Background: an optimization exercise with open tools, aiming at small area, a short achievable clock period and few clock cycles. Do not read the settings as production practice.
For this run, only the layout was checked, not whether the RTL still works.
Power is estimated from default activity; no workload was simulated.

--- design/flow/constraint.sdc ---
create_clock -name core_clock -period 6.0 [get_ports {clk}]
set_input_delay 1.2000 -clock core_clock [delete_from_list [all_inputs] [get_ports {clk}]]
set_output_delay 1.2000 -clock core_clock [all_outputs]
set_load 0.01 [all_outputs]
--- design/flow/design.v ---
module sctp_dec (
    input  wire        clk,
    input  wire        rst,
    input  wire        in_valid,
    output wire        in_ready,
    input  wire [63:0] in_data,
    input  wire        in_last,
    input  wire [3:0]  in_cnt,
    output reg         ev_valid,
    input  wire        ev_ready,
    output reg  [3:0]  ev_type,
    output reg  [1:0]  ev_refk,
    output reg  [31:0] ev_off,
    output reg  [63:0] ev_value,
    output reg  [31:0] ev_size,
    output reg         ev_fault,
    output reg  [2:0]  ev_cause
);
    localparam [1:0] REF_NULL  = 2'd0;
    localparam [1:0] REF_INBUF = 2'd1;
    localparam [1:0] REF_TEMP  = 2'd2;
    localparam [2:0] C_TRUNCATED = 3'd1;
    localparam [2:0] C_OVERFLOW  = 3'd2;
    localparam [2:0] C_UNKNOWN   = 3'd5;
    localparam [1:0] M_HDR   = 2'd0;    
    localparam [1:0] M_SKIP  = 2'd1;    
    localparam [1:0] M_DRAIN = 2'd2;    
    reg        e0v, e1v;         
    reg        e0l, e1l;         
    reg [3:0]  e0c, e1c;         
    reg [63:0] e0d, e1d;
    reg [23:0] pb;               
    reg        pl;               
    reg [1:0]  pend;             
    reg [1:0]  mode;
    reg [32:0] o;                
    reg [28:0] bpos;             
    assign in_ready = !e1v;
    wire inacc = in_valid && !e1v;
    wire slot_free = !ev_valid || ev_ready;
    reg [4:0] vend;
    always @(*) begin
        if (pl)        vend = {3'd0, pend};
        else if (!e0v) vend = 5'd3;
        else if (e0l)  vend = 5'd3 + {1'b0, e0c};
        else if (e1v)  vend = 5'd11 + {1'b0, e1c};
        else           vend = 5'd11;
    end
    wire ek = pl || (e0v && (e0l || (e1v && e1l)));
    wire [151:0] win = {e1d, e0d, pb};
    wire [87:0]  x   = win >> {o[2:0], 3'b000};
    wire [7:0]   xb0 = x[7:0];
    wire [3:0]   t   = xb0[3:0];
    wire [3:0]   m   = xb0[7:4];
    reg [10:0] pres;
    integer j;
    always @(*) begin
        for (j = 0; j <= 10; j = j + 1)
            pres[j] = ({2'b00, o[2:0]} + j[4:0]) < vend;
    end
    reg [10:0] keep;             
    reg [10:1] term;             
    reg [3:0]  nb;               
    reg        lsign;
    reg [63:0] lval;
    reg        fill;
    integer k;
    always @(*) begin
        keep[0] = 1'b1;
        for (k = 1; k <= 10; k = k + 1)
            keep[k] = keep[k-1] & x[8*k+7];
        nb = 4'd0;
        lsign = 1'b0;
        for (k = 1; k <= 10; k = k + 1) begin
            term[k] = keep[k-1] & !x[8*k+7] & pres[k];
            if (term[k]) begin
                nb = k[3:0];
                lsign = x[8*k+6];
            end
        end
        fill = (t == 4'd9) && lsign;
        for (k = 0; k < 9; k = k + 1)
            lval[7*k +: 7] = keep[k] ? x[8*(k+1) +: 7] : {7{fill}};
        lval[63] = keep[9] ? x[80] : fill;
    end
    wire lfound = |term;
    wire lovf   = keep[10] & pres[10];
    reg [3:0]  fw;
    reg        fsig;
    reg [63:0] fval;
    reg        fbit;
    always @(*) begin
        case (t)
            4'd0, 4'd1:        fw = 4'd1;
            4'd2, 4'd3:        fw = 4'd2;
            4'd4, 4'd5, 4'd10: fw = 4'd4;
            default:           fw = 4'd8;
        endcase
        case (t)
            4'd0:    fbit = x[15];
            4'd2:    fbit = x[23];
            4'd4:    fbit = x[39];
            default: fbit = 1'b0;
        endcase
        for (k = 0; k < 8; k = k + 1)
            fval[8*k +: 8] = (k < fw) ? x[8*(k+1) +: 8] : {8{fbit}};
    end
    wire [31:0] base = {bpos, 3'b000};
    wire [31:0] hpos = base + {{29{1'b0}}, o[2:0]} - 32'd3;       
    wire        vlong = (m == 4'd15);
    wire [3:0]  vhl   = vlong ? (4'd1 + nb) : 4'd1;
    wire [63:0] vlen  = vlong ? lval : {60'd0, m};
    wire        vhuge = |vlen[63:32];
    wire [32:0] vend_off = {30'd0, o[2:0]} + {29'd0, vhl} + {1'b0, vlen[31:0]};
    wire [32:0] vnext = vhuge ? {33{1'b1}} : vend_off;
    wire        vfits = !vhuge && (vend_off <= {28'd0, vend});
    wire [31:0] qpos  = hpos + {28'd0, vhl};
    reg        act;              
    reg        emit;             
    reg        load;             
    reg        term_ev;          
    reg        to_skip;
    reg [32:0] n;                
    reg [3:0]  r_type;
    reg [1:0]  r_refk;
    reg [31:0] r_off;
    reg [63:0] r_value;
    reg [31:0] r_size;
    reg        r_fault;
    reg [2:0]  r_cause;
    always @(*) begin
        act = 1'b0; emit = 1'b0; load = 1'b0; term_ev = 1'b0; to_skip = 1'b0;
        n = o;
        r_type = 4'd0; r_refk = REF_NULL; r_off = 32'd0; r_value = 64'd0;
        r_size = 32'd0; r_fault = 1'b0; r_cause = 3'd0;
        case (mode)
            M_HDR: begin
                if (!pres[0]) begin
                    if (ek) begin                        
                        act = 1'b1; emit = 1'b1; term_ev = 1'b1;
                        r_type = 4'd15;
                    end
                end else begin
                    case (t)
                        4'd12: begin
                            act = 1'b1; emit = 1'b1;
                            n = {30'd0, o[2:0]} + 33'd1;
                            r_type = 4'd12; r_refk = REF_INBUF; r_off = hpos;
                            r_value = {60'd0, m}; r_size = 32'd1;
                        end
                        4'd14: begin
                            act = 1'b1; emit = 1'b1; term_ev = 1'b1;
                            r_fault = 1'b1; r_cause = C_UNKNOWN; r_off = hpos;
                        end
                        4'd15: begin
                            act = 1'b1; emit = 1'b1; term_ev = 1'b1;
                            r_type = 4'd15;
                        end
                        4'd8, 4'd9: begin
                            if (lfound) begin
                                act = 1'b1; emit = 1'b1;
                                n = {30'd0, o[2:0]} + {29'd0, nb} + 33'd1;
                                r_type = t; r_refk = REF_TEMP; r_value = lval; r_size = 32'd8;
                            end else if (lovf) begin
                                act = 1'b1; emit = 1'b1; term_ev = 1'b1;
                                r_fault = 1'b1; r_cause = C_OVERFLOW; r_off = hpos;
                            end else if (ek) begin
                                act = 1'b1; emit = 1'b1; term_ev = 1'b1;
                                r_fault = 1'b1; r_cause = C_TRUNCATED; r_off = hpos;
                            end
                        end
                        4'd13: begin
                            if (vlong && !lfound) begin
                                if (lovf || ek) begin
                                    act = 1'b1; emit = 1'b1; term_ev = 1'b1;
                                    r_fault = 1'b1; r_off = hpos;
                                    r_cause = lovf ? C_OVERFLOW : C_TRUNCATED;
                                end
                            end else if (vfits) begin
                                act = 1'b1; emit = 1'b1;
                                n = vnext;
                                r_type = 4'd13; r_refk = REF_INBUF; r_off = qpos;
                                r_value = {32'd0, qpos}; r_size = vlen[31:0];
                            end else if (ek) begin
                                act = 1'b1; emit = 1'b1; term_ev = 1'b1;
                                r_fault = 1'b1; r_cause = C_TRUNCATED; r_off = hpos;
                            end else begin
                                act = 1'b1; load = 1'b1; to_skip = 1'b1;
                                n = vnext;
                                r_type = 4'd13; r_refk = REF_INBUF; r_off = qpos;
                                r_value = {hpos, qpos}; r_size = vlen[31:0];
                            end
                        end
                        default: begin                   
                            if (pres[fw]) begin
                                act = 1'b1; emit = 1'b1;
                                n = {30'd0, o[2:0]} + {29'd0, fw} + 33'd1;
                                r_type = t; r_refk = REF_INBUF; r_off = hpos + 32'd1;
                                r_value = fval; r_size = {28'd0, fw};
                            end else if (ek) begin
                                act = 1'b1; emit = 1'b1; term_ev = 1'b1;
                                r_fault = 1'b1; r_cause = C_TRUNCATED; r_off = hpos;
                            end
                        end
                    endcase
                end
            end
            M_SKIP: begin
                act = 1'b1;
                if (o <= {28'd0, vend}) begin            
                    emit = 1'b1;
                    r_type = ev_type; r_refk = ev_refk; r_off = ev_off;
                    r_value = {32'd0, ev_value[31:0]}; r_size = ev_size;
                end else if (ek) begin
                    emit = 1'b1; term_ev = 1'b1;
                    r_fault = 1'b1; r_cause = C_TRUNCATED; r_off = ev_value[63:32];
                end
            end
            default: ;
        endcase
    end
    wire ge16 = |n[32:4];
    wire ge8  = |n[32:3];
    wire pop2 = !pl && e0v && e1v && !e0l && ge16;
    wire pop1 = !pl && e0v && ge8 && !pop2;
    wire step = act && (mode == M_DRAIN || slot_free);
    wire [3:0] icnt = in_last ? ((in_cnt > 4'd8) ? 4'd8 : in_cnt) : 4'd8;
    reg        q_pop1, q_pop2, q_newbuf;
    always @(*) begin
        q_pop1 = 1'b0; q_pop2 = 1'b0; q_newbuf = 1'b0;
        if (mode == M_DRAIN) begin
            if (e0v) begin
                q_pop1 = 1'b1;
                q_newbuf = e0l;
            end
        end else if (act && slot_free) begin
            if (term_ev) begin
                if (pl) begin
                    q_newbuf = 1'b1;
                end else if (e0v && e0l) begin
                    q_pop1 = 1'b1; q_newbuf = 1'b1;
                end else if (e0v && e1v && e1l) begin
                    q_pop2 = 1'b1; q_newbuf = 1'b1;
                end else if (e0v && e1v) begin
                    q_pop2 = 1'b1;
                end else if (e0v) begin
                    q_pop1 = 1'b1;
                end
            end else begin
                q_pop1 = pop1;
                q_pop2 = pop2;
            end
        end
    end
    always @(posedge clk) begin
        if (rst) begin
            e0v <= 1'b0; e1v <= 1'b0; e0l <= 1'b0; e1l <= 1'b0;
            e0c <= 4'd0; e1c <= 4'd0;
            pl <= 1'b0; pend <= 2'd0;
            mode <= M_HDR;
            o <= 33'd3;
            bpos <= 29'd0;
            ev_valid <= 1'b0;
        end else begin
            if (q_pop2) begin
                pb  <= e1d[63:40];
                e0v <= 1'b0;
                e1v <= 1'b0;
            end else if (q_pop1) begin
                pb <= e0d[63:40];
                if (e1v) begin
                    e0v <= 1'b1; e0l <= e1l; e0c <= e1c; e0d <= e1d;
                    e1v <= 1'b0;
                end else begin
                    e0v <= inacc; e0l <= in_last; e0c <= icnt; e0d <= in_data;
                end
            end else if (inacc) begin
                if (e0v) begin
                    e1v <= 1'b1; e1l <= in_last; e1c <= icnt; e1d <= in_data;
                end else begin
                    e0v <= 1'b1; e0l <= in_last; e0c <= icnt; e0d <= in_data;
                end
            end
            if (ev_valid && ev_ready)
                ev_valid <= 1'b0;
            if (q_newbuf) begin
                mode <= M_HDR;
                o <= 33'd3;
                bpos <= 29'd0;
                pl <= 1'b0;
                if (mode == M_DRAIN)
                    ;
            end else if (step) begin
                if (mode == M_SKIP && emit)
                    mode <= M_HDR;
                else if (term_ev)
                    mode <= M_DRAIN;
                else if (to_skip)
                    mode <= M_SKIP;
                o <= n - (q_pop2 ? 33'd16 : q_pop1 ? 33'd8 : 33'd0);
                bpos <= bpos + (q_pop2 ? 29'd2 : q_pop1 ? 29'd1 : 29'd0);
                if (q_pop1 && e0l) begin
                    pl <= 1'b1; pend <= vend[1:0] - 2'd0;
                end
                if (q_pop2 && e1l) begin
                    pl <= 1'b1; pend <= vend[1:0];
                end
            end
            if (slot_free && (emit || load) && mode != M_DRAIN) begin
                ev_valid <= emit;
                ev_type  <= r_type;
                ev_refk  <= r_refk;
                ev_off   <= r_off;
                ev_value <= r_value;
                ev_size  <= r_size;
                ev_fault <= r_fault;
                ev_cause <= r_cause;
            end
        end
    end
endmodule
--- design/flow/run.sh ---
#!/bin/bash
# synth_recipe.tcl (not shown) runs the flow's synth.tcl, then flattens the netlist and writes it again
# the make line also repeats each setting of config.mk as NAME=value (left out here)
make -C /OpenROAD-flow-scripts/flow DESIGN_CONFIG=/design/flow/config.mk WORK_HOME=/design/flow/orfs CLKGATE_MAP_FILE= SYNTH_SCRIPT=/design/flow/synth_recipe.tcl finish
--- design/flow/config.mk ---
export PLATFORM = sky130hd
export DESIGN_NAME = sctp_dec
export DESIGN_NICKNAME = sctp_dec
export VERILOG_FILES = /design/flow/design.v
export SDC_FILE = /design/flow/constraint.sdc
export NUM_CORES = 4
export LEC_CHECK = 0
export CAP_MARGIN = 20
export CORE_MARGIN = 2
export CORE_UTILIZATION = 40
export SLEW_MARGIN = 20
==> impl_metrics.yaml <==
die:
  die_width_microns: 268.7
  die_y_microns: 268.7
  num_rows: 97
  io_pins: 213
  die_area_sq_mm: 0.07219
  coreArea_sq_mm: 0.06966
  start_util: 0.4023
detailed_routing:
  routed_wl_mm: 144.8
  num_vias: 30893
  dr.pass1.iters: 8
  wl_per_cell_microns: 28.18
  avgViaCountPerCell: 6.011
  antenna_left: 0
  drc_errors: 0
  first_iter_violations: 3375
critical_path:
  crit_type: "flop to flop"
  slowest_stage: "or4_4"
  crit_path_frequent_cell: "buf_4"
  required_ps: 6480
  r2r_start: "e0c[1]$_SDFFE_PP0P_"
  crit_arrival_ps: 10890
  cpPeakStageDelay_ps: 630
  crit_path_end_kind: "flop"
  r2r_end: "o[27]$_SDFFE_PP0P_"
  cp_max_fo: 7
  worstSetupStartpointType: "flop"
  reg2reg_depth: 55
  r2r_slack_ps: -4410
sta:
  clock.fmax_ghz: 0.09605
  slew_violations: 0
  finalSetupViolCount: 592
  max_slew_margin: 0.1600
  setup_ws_ps: -4411
  fin_crit_ps: 10410
  tightest_slew_ps: 1247
  hold_violations: 0
  period_share: 1.735
  skew_ps: 36.67
  rsz0062_at_grt: "yes"
finish:
  layout_common_cells: "buf_4, nand2_1, nor2_1, edfxtp_1, o21ai_0"
  finalNonFillerCells: 5139
  final_common_cell: "buf_4"
  syn_to_final_growth_pct: 45.74
  drive_above_1_share: 0.3378
  nets: 4301
synthesis:
  synth_area_sq_mm: 0.02802
  seq_area_frac_synth: 0.3679
  synth_xor_area_frac: 0.04219
  postSynthCellCount: 3078
  yosys.area.top_type: "edfxtp_1"
  synth_ff_type: "edfxtp_1"
  synth_adder_area_share: 0.03322
  avgSynthCellArea_sq_um: 9.104
  ys_warn_count: 1
  muxShareOfSynthArea: 0.1408
  mappedNetlistNets: 3219
  yosys.area_share.simple: 0.1849
  synth_top_area_frac: 0.3108
  synth_area_leaders: "edfxtp_1, dfxtp_1, nand2_1"
  synth_cell_types: 105
  yosys_register_bits: 370
  synthArstFlopShare: 0
  synth_top_family_by_area: "compound AO/OA/AOI/OAI gates"
  synth_edf_count: 290
  synth-compound-area-share: 0.1904
hold_path:
  hold_path_depth: 2
  hp-start: "pend[1]$_SDFFE_PP0P_"
  hp-class: "flop to flop"
  hold-path-endpoint: "pend[1]$_SDFFE_PP0P_"
place:
  place_ws_ps: -4898
  place.gp.congestion: 1.122
  port_buffers: 212
  dp_cells: 4983
  place_hpwl_mm: 117.5
clock_network:
  clk_latency_ps: 600
  clk_pin_slew_ps: 60
  cts_tree: "done"
  root_buffer: "clkbuf_16"
  clkSinkCount: 370
  cts-buffers-inserted: 43
  htree_levels: 2
  cts_buffer_depth: 3
flow_run:
  maxCapViolations: 0
power_and_ir_drop:
  power.leakage_nw: 16.39
  ir_drop_uv: 318.8
  pwr_density_cell_mw_per_mm2: 425.6
outcome:
  violatedChecks: "setup timing"
  status: "complete, but fails checks"
global_routing:
  grt_max_degree: 111
  grt_pass1_vias: 30341
  grt_antenna_before_repair: 4
  grt_pass1_wl_mm: 206.4
  grt_use_total: 0.3947
  grt_overflow: 0
## synthesized netlist by cell type (30+ instances only)
cell type,instances
nor2b_1,30
mux4_2,56
o22ai_1,38
nand3_1,72
ha_1,60
xor2_1,60
nand2_1,402
o21ai_0,226
mux2_1,63
o211ai_1,48
inv_1,72
nor3_1,89
a21oi_1,197
mux2i_1,123
mux2_2,66
edfxtp_1,290
nand2b_1,30
xnor2_1,75
nor2_1,301
clkbuf_1,118
dfxtp_1,80
a211oi_1,47
## critical path: cells and delay by family (launching register included)
kind,cells,cell delay [ps]
AOI/OAI and AO/OA,17,2810
DFF,1,330
and+or+nand+nor,16,3330
adders and majority gates,8,2150
buffers and inverters,14,1660
## state kept, by name, summed over array words and instances, names as in the netlist, 2 cells and up
name,count
bpos,29
e0c,4
e0d,64
e1c,4
e1d,64
ev_cause,3
ev_off,32
ev_refk,2
ev_size,32
ev_type,4
ev_value,64
mode,2
o,33
pb,24
pend,2
## stage by stage
step                  util  instance area (sq um)  TNS [ps]  hold slack (ps)  total power, mW
floorplan                -                  28420  -2444980            445.0            8.018
global placement    0.5466                  38080  -1797230            474.4            13.48
detailed placement  0.5468                  38090  -1959980            468.5            13.54
CTS                 0.5788                  40320  -1852480            476.5            16.86
global route        0.5861                  40830  -2029270            496.2            17.95
finish              0.5862                  40840  -1862370            483.7            17.38
## layer usage
metal / global-route usage / vias up / wire, microns
met2: 0.6461 / 1652 / 67080
met3: 0.06977 / 373 / 11480
met4: 0.2270 / 0 / 9814
li1: - / 13783 / -
met5: 0 / - / 0
met1: 0.4906 / 15085 / 56460
## report_power, final
group / total, mW / switching (mW) / internal, mW / leakage, nW
logic: 10.9 / 6.18 / 4.74 / 12.3
clock network: 2.78 / 1.13 / 1.66 / 0.714
registers: 3.67 / 0.279 / 3.39 / 3.35
## what timing repair did
item / 4_1_cts / 5_1_grt
endpoints found under the hold margin: 0 / 0
gates resized for setup: 92 / 93
setup buffers: 54 / 19
pin swaps: 63 / 79
hold buffers: 0 / 0
gates cloned: 0 / 0
setup endpoints to repair: 592 / 592
## logic make-up (layout without fill, tap and decap cells)
logic type,Yosys count,in the layout
muxes,308,308
xor gates and xnor gates,135,135
other,0,4
buffers and inverters,256,1373
AOI/OAI and AO/OA,818,818
and+or+nand+nor,1121,1121
DFF,370,370
adders and majority gates,70,70
## how the worst max path moves through the flow
stage                                   start  cells after the start                  to  slack [ps]
after floorplan             o[1]$_SDFFE_PP1P_                     49    e1d[0]$_DFFE_PP_       -5500
after global placement    e1c[0]$_SDFFE_PP0P_                     51  o[30]$_SDFFE_PP0P_       -4520
after detailed placement  e1c[1]$_SDFFE_PP0P_                     49  o[30]$_SDFFE_PP0P_       -4900
after CTS                 e1c[0]$_SDFFE_PP0P_                     52  o[29]$_SDFFE_PP0P_       -4390
after global routing      e0c[1]$_SDFFE_PP0P_                     55  o[30]$_SDFFE_PP0P_       -4770
final                     e0c[1]$_SDFFE_PP0P_                     55  o[27]$_SDFFE_PP0P_       -4410
## final cells by class
cell class	count	area [sq um]
Inverter	77	297.8
Timing Repair Buffer	1216	10060
Antenna cell	4	10.01
Tap cell	940	1176
Clock inverter	27	334.1
Multi-Input combinational cell	2452	17500
Clock buffer	53	1135
Fill cell	6188	28820
Sequential cell	370	10330

separate check: timing with driven ports:
How much do the figures lean on ideal ports? The routed layout below was timed once more, with nothing changed but the port constraints.
Step 1 sets driving cells, clkbuf_16 on the clock port and buf_2 on the other inputs (assumed; they add their load-dependent delay and slew).
Step 2 adds t to the input delays and takes it off the output delays; t is the mean of the earliest and latest rising clock arrival at the registers after step 1. Input paths then give back, and output paths get back, about the clock's delay inside the block.
Slacks: ideal / step 1 / step 2; pairs: ideal / step 1.
shift t [ns]: 0.655
setup WS [ns]: -4.411 / -4.411 / -4.411
pins driven straight from the clock port: 1
For this run, drivers alone change the setup slack by 0.000 ns; drivers and shift together by 0.000 ns.
